What follows belongs to an exercise in optimizing a design on an open flow for small area; a production flow would make more cautious choices. Function was checked by simulation only, so behaviour that the tests miss may differ from the original.

==> build 65: inputs <==
## ycpu_core
module ycpu_core (
    input  wire        clk,
    input  wire        rst,           
    output reg         bus_req,
    output reg         bus_we,
    output reg  [1:0]  bus_sel,       
    output reg  [14:0] bus_addr,
    output reg  [7:0]  bus_wdata,
    input  wire        bus_ack,
    input  wire        bus_err,
    input  wire [7:0]  bus_rdata,
    output wire        halted,
    output wire        fault,
    output wire [7:0]  pc_out
);
clock: 15.0 ns
lec_check: 0
cap_margin: 20
core_margin: 2
core_utilization: 40
slew_margin: 20
run.sh (not shown) runs the stock make flow with config.mk's settings and CLKGATE_MAP_FILE= SYNTH_SCRIPT=/design/flow/synth_recipe.tcl, a recipe that flattens the netlist after the stock synthesis.
==> build 21 (differences from build 65) <==
==> flow/design.v (replaced) <==
module ycpu_core (
    input  wire        clk,
    input  wire        rst,           
    output reg         bus_req,
    output reg         bus_we,
    output reg  [1:0]  bus_sel,       
    output reg  [14:0] bus_addr,
    output reg  [7:0]  bus_wdata,
    input  wire        bus_ack,
    input  wire        bus_err,
    input  wire [7:0]  bus_rdata,
    output wire        halted,
    output wire        fault,
    output wire [7:0]  pc_out
);
    localparam [3:0] S_CLR   = 4'd0,    
                     S_F0    = 4'd1,    
                     S_FA1   = 4'd2,    
                     S_F1    = 4'd3,    
                     S_FA2   = 4'd4,    
                     S_F2    = 4'd5,    
                     S_LD1   = 4'd6,    
                     S_LD2   = 4'd7,    
                     S_NEG   = 4'd8,    
                     S_MD    = 4'd9,    
                     S_FIN   = 4'd10,   
                     S_EX    = 4'd11,   
                     S_ST    = 4'd12,   
                     S_NX    = 4'd13,   
                     S_HALT  = 4'd14,
                     S_FAULT = 4'd15;
    localparam [3:0] OP_NOP = 4'd0,  OP_AND = 4'd1,  OP_OR  = 4'd2,  OP_NOT = 4'd3,
                     OP_ADD = 4'd4,  OP_SUB = 4'd5,  OP_MUL = 4'd6,  OP_DIV = 4'd7,
                     OP_SHL = 4'd8,  OP_SHR = 4'd9,  OP_ROL = 4'd10, OP_ROR = 4'd11,
                     OP_CPY = 4'd12, OP_CEQ = 4'd13, OP_CGT = 4'd14, OP_CLT = 4'd15;
    reg [3:0] state;
    reg [5:0] cnt;        
    reg [7:0] pc;         
    reg [7:0] ibank;
    reg [7:0] dbank;
    reg [3:0] op;
    reg       h;
    reg       e1, e2;     
    reg [7:0] a1;         
    reg [7:0] a2;         
    reg [7:0] b1;         
    reg [7:0] r;          
    reg       c;          
    reg       d;          
    reg       err;
    reg       skip;       
    wire st_clr = (state == S_CLR);
    wire st_f0  = (state == S_F0);
    wire st_fa  = (state == S_FA1) | (state == S_FA2);
    wire st_f1  = (state == S_F1);
    wire st_f2  = (state == S_F2);
    wire st_ld1 = (state == S_LD1);
    wire st_ld2 = (state == S_LD2);
    wire st_neg = (state == S_NEG);
    wire st_md  = (state == S_MD);
    wire st_fin = (state == S_FIN);
    wire st_ex  = (state == S_EX);
    wire st_st  = (state == S_ST);
    wire st_nx  = (state == S_NX);
    wire c0 = (cnt[2:0] == 3'd0);
    wire c7 = (cnt[2:0] == 3'd7);
    wire first = ~|cnt[5:3];
    wire is_div = (op == OP_DIV);
    wire is_mul = (op == OP_MUL);
    wire is_cmp = op[3] & op[2] & (op[1] | op[0]);
    wire is_cpy = (op == OP_CPY);
    wire use2   = (op == OP_AND) || (op == OP_OR)  || (op == OP_ADD) ||
                  (op == OP_SUB) || (op == OP_MUL) || (op == OP_DIV) || is_cmp;
    wire halt  = h & err;
    wire pcbad = pc[7] | (&pc[6:1]);           
    wire       use_a1 = st_ld1 | (st_st & ~is_cpy);
    wire [7:0] ad     = use_a1 ? a1 : a2;
    wire       ad_hi  = ad[7] & ad[6];
    wire       ad_lo0 = ~|ad[5:1];
    wire       is_z   = ~|ad;
    wire       is_bnk = ad_hi & ad_lo0;        
    wire       is_int = is_z | is_bnk;
    wire       is_dev = ad_hi & ~ad_lo0;
    wire       data   = st_ld1 | st_ld2 | st_st;
    wire       ld2i   = st_ld2 & ~c0;
    wire       intl   = (data & is_int) | ld2i;
    wire       dreq   = data & ~intl;
    wire       fail   = bus_err & is_dev;
    wire [7:0] lv     = bus_rdata & {8{~fail}};
    wire       src_z  = ld2i ? skip : is_z;
    wire       src_d  = ld2i ? d : ad[0];
    wire       srcbit = src_z ? pc[0] : (src_d ? dbank[0] : ibank[0]);
    wire       ld_end = intl ? c7 : bus_ack;   
    wire       bw1 = ad_hi & ~ad[1];
    wire       bw2 = bw1 & ~ad[2];
    wire       bw3 = bw2 & ~ad[3];
    wire       bw4 = bw3 & ~ad[4];
    always @(*) begin
        bus_req   = (st_f0 & ~pcbad) | st_f1 | st_f2 | dreq;
        bus_we    = st_st;
        bus_sel   = {ad_hi, ad[7] & ~ad[6]};
        bus_addr[14:7] = ~ad[7] ? ibank : (~ad[6] ? dbank : 8'd0);
        bus_addr[6]    = ~ad[7] & ad[6];
        bus_addr[5:0]  = {ad[5] ^ bw4, ad[4] ^ bw3, ad[3] ^ bw2, ad[2] ^ bw1, ad[1] ^ ad_hi, ad[0]};
        bus_wdata = r;
    end
    wire sk     = skip & is_cmp;
    wire noinc  = skip & is_cpy;               
    wire kbit   = (cnt[2:0] == 3'd1) | (c0 & ~sk) | ((cnt[2:0] == 3'd2) & sk);    
    wire subop  = (op == OP_SUB) | is_cmp;
    wire subci  = (op == OP_SUB) | (is_cmp & op[0]);
    wire dsub   = ~(skip ^ e2);
    wire neg    = e1 ^ e2;
    wire ng1    = is_div & e1;
    reg ax, ay, acin;
    always @(*) begin
        ax = 1'b0; ay = 1'b0; acin = 1'b0;
        case (state)
            S_FA1, S_FA2: begin ax = a2[0]; acin = 1'b1; end
            S_LD2, S_NEG: begin ax = b1[0] ^ ng1; acin = ng1; end
            S_MD: begin
                ax   = c0 ? (is_div & b1[7]) : d;
                ay   = is_div ? (a2[0] ^ dsub) : (skip & a2[0]);
                acin = is_div & dsub;
            end
            S_FIN: begin ax = (c0 ? ~skip : b1[0]) ^ neg; acin = neg; end
            S_EX:  begin ax = b1[0]; ay = a2[0] ^ subop; acin = subci; end
            default: begin    
                ax = (st_st & is_z) ? r[0] : pc[0];
                ay = ~halt & ~noinc & kbit;
            end
        endcase
    end
    wire ce   = c0 ? acin : c;
    wire sum  = ax ^ ay ^ ce;
    wire cout = (ax & ay) | (ce & (ax ^ ay));
    reg rb;
    always @(*) begin
        case (op)
            OP_AND:  rb = b1[0] & a2[0];
            OP_OR:   rb = b1[0] | a2[0];
            OP_NOT:  rb = ~b1[0];
            OP_ADD,
            OP_SUB:  rb = sum;
            OP_SHL:  rb = ~c0 & b1[7];
            OP_SHR:  rb = ~c7 & b1[1];
            OP_ROL:  rb = b1[7];
            OP_ROR:  rb = b1[1];
            default: rb = b1[0];
        endcase
    end
    wire ne     = skip | (b1[0] ^ a2[0]);
    wire e_ne   = e1 ^ e2;
    wire holds  = e_ne ? (op[0] ? e1 : e2) : (cout ^ op[0]);
    wire cmp_skip = (op == OP_CEQ) ? (ne | e_ne) : ~holds;
    wire s8 = r[0] ^ ~skip ^ cout;
    wire a2zero  = ~|a2;
    wire pass_st = st_clr | st_fa | st_neg | st_md | st_fin | st_ex | st_nx | intl;
    always @(posedge clk) begin
        c <= cout;
        if (st_ld2 & c0)
            d <= ad[0];
        else if (~st_ld2)
            d <= r[0];
        if (rst)
            cnt <= 6'd0;
        else if (pass_st) begin
            cnt[2:0] <= {cnt[2] ^ (cnt[1] & cnt[0]), cnt[1] ^ cnt[0], ~cnt[0]};
            if (st_md & c7)
                cnt[5:3] <= {cnt[5] ^ (cnt[4] & cnt[3]), cnt[4] ^ cnt[3], ~cnt[3]};
        end
        if (st_clr)
            pc <= {1'b0, pc[7:1]};
        else if (st_nx | (st_st & is_int))
            pc <= {sum, pc[7:1]};
        else if (intl & ~st_st)
            pc <= {pc[0], pc[7:1]};
        if (st_clr)
            ibank <= {1'b0, ibank[7:1]};
        else if (st_st & is_bnk & ~ad[0])
            ibank <= {r[0], ibank[7:1]};
        else if (intl & ~st_st)
            ibank <= {ibank[0], ibank[7:1]};
        if (st_clr)
            dbank <= {1'b0, dbank[7:1]};
        else if (st_st & is_bnk & ad[0])
            dbank <= {r[0], dbank[7:1]};
        else if (intl & ~st_st)
            dbank <= {dbank[0], dbank[7:1]};
        if (st_f0 & bus_ack) begin
            h  <= bus_rdata[7];
            e1 <= bus_rdata[5];
            e2 <= bus_rdata[4];
            op <= bus_rdata[3:0];
        end
        if (st_ld1 & ld_end)
            e1 <= e1 & (intl ? srcbit : lv[7]);
        if (st_ld2 & ld_end)
            e2 <= e2 & (intl ? srcbit : lv[7]);
        if (st_f1 & bus_ack)
            a1 <= bus_rdata;
        if ((st_f2 & bus_ack) | (st_ld2 & ~intl & bus_ack))
            a2 <= lv;
        else if (st_clr)
            a2 <= {1'b0, a2[7:1]};
        else if (st_fa | st_nx | (st_st & is_int & ~is_cpy))
            a2 <= {sum, a2[7:1]};
        else if (st_ld2 & intl)
            a2 <= {srcbit, a2[7:1]};
        else if (st_ex | st_md)
            a2 <= {a2[0], a2[7:1]};
        if (st_ld1 & ~intl & bus_ack)
            b1 <= lv;
        else if (st_ld1 & intl)
            b1 <= {srcbit, b1[7:1]};
        else if (st_neg | (st_ld2 & intl & is_div))
            b1 <= {sum, b1[7:1]};
        else if (st_ex | st_fin | (st_md & ~c7))
            b1 <= {(st_md & is_div & c0 & ~first) ? ~skip : b1[0], b1[7:1]};
        if (st_fa)
            r <= {1'b0, r[7:1]};
        else if (st_md | st_fin)
            r <= {sum, r[7:1]};
        else if (st_ex)
            r <= {rb, r[7:1]};
        else if (st_st & is_int)
            r <= {r[0], r[7:1]};
        if (st_f2 & bus_ack)
            skip <= 1'b0;
        else if (st_ld2 & ld_end)
            skip <= is_mul & b1[7];
        else if (st_ld2 & c0)
            skip <= is_z;
        else if (st_ex & is_cmp)
            skip <= c7 ? cmp_skip : ne;
        else if (st_md & c7)
            skip <= is_div ? s8 : b1[7];
        else if (st_st & is_int & is_cpy & c7)
            skip <= 1'b1;
        if (st_f2 & bus_ack)
            err <= 1'b0;
        else if ((dreq & bus_ack & fail) | (st_fin & a2zero))
            err <= 1'b1;
        if (rst)
            state <= S_CLR;
        else begin
            case (state)
                S_CLR: if (c7) state <= S_F0;
                S_F0:  if (pcbad) state <= S_FAULT;
                       else if (bus_ack) state <= S_FA1;
                S_FA1: if (c7) state <= S_F1;
                S_F1:  if (bus_ack) state <= S_FA2;
                S_FA2: if (c7) state <= S_F2;
                S_F2:  if (bus_ack) state <= (op == OP_NOP) ? S_NX : S_LD1;
                S_LD1: if (ld_end) state <= use2 ? S_LD2 : S_EX;
                S_LD2: if (ld_end) state <= is_div ? (intl ? S_MD : S_NEG) :
                                            is_mul ? S_MD : S_EX;
                S_NEG: if (c7) state <= S_MD;
                S_MD:  if (&cnt) state <= is_div ? S_FIN : S_ST;
                S_FIN: if (c7) state <= a2zero ? S_NX : S_ST;
                S_EX:  if (c7) state <= is_cmp ? S_NX : S_ST;
                S_ST:  if (is_int) begin
                           if (c7) state <= halt ? S_HALT : (is_cpy ? S_NX : S_F0);
                       end else if (bus_ack) state <= S_NX;
                S_NX:  if (c7) state <= halt ? S_HALT : S_F0;
                default: state <= state;    
            endcase
        end
    end
    assign halted = (state == S_HALT);
    assign fault  = (state == S_FAULT);
    assign pc_out = pc;
endmodule
ABC_AREA = 1   (was not set)
CORE_UTILIZATION = 60   (was 40)
CTS_BUF_LIST = sky130_fd_sc_hd__clkbuf_8   (was not set)
==> impl_metrics.env <==
export IMPL_status="timing/DRC/antenna clean"
export IMPL_dieArea_um2=8710
export IMPL_root_buffer="clkbuf_8"
export IMPL_multi_input_area_share=0.400
export IMPL_max_stage_delay_ps=550
export IMPL_synth_area_leaders="edfxtp_1 (38%), nand2_1 (7.8%), inv_1 (7.8%)"
export IMPL_fin_worst_hold_slack_ps=456
-- figures above: build 21

==> impl_metrics.env <==
export IMPL_fin_worst_hold_slack_ps=452
export IMPL_dieArea_um2=13500
export IMPL_status="timing/DRC/antenna clean"
export IMPL_multi_input_area_share=0.449
export IMPL_max_stage_delay_ps=570
export IMPL_synth_area_leaders="edfxtp_1 (35%), dfxtp_1 (7.2%), mux2_2 (4.3%)"
-- figures above: build 65

afterwards: timing with drivers on the ports:
Ports are ideal in the flow. The routed layouts listed here were re-timed in OpenROAD. Step 1, drivers: a clkbuf_16 drives clk and a buf_2 each remaining input, both assumed. Step 2 moves the port delays by t, midway between the first and last clock arrival at a register: inputs arrive t later, outputs are due t later. That takes back most of the time a late clock gives input paths. Three values: ideal ports, drivers, drivers and shift; two values: the first two.
run	t (ns)	slack for setup (ns)	worst setup path at the end
build 65	0.379	7.986 / 7.946 / 8.325	register to output
build 21	0.384	8.475 / 8.440 / 8.824	register to output
After both steps setup and hold are still met in every run listed.
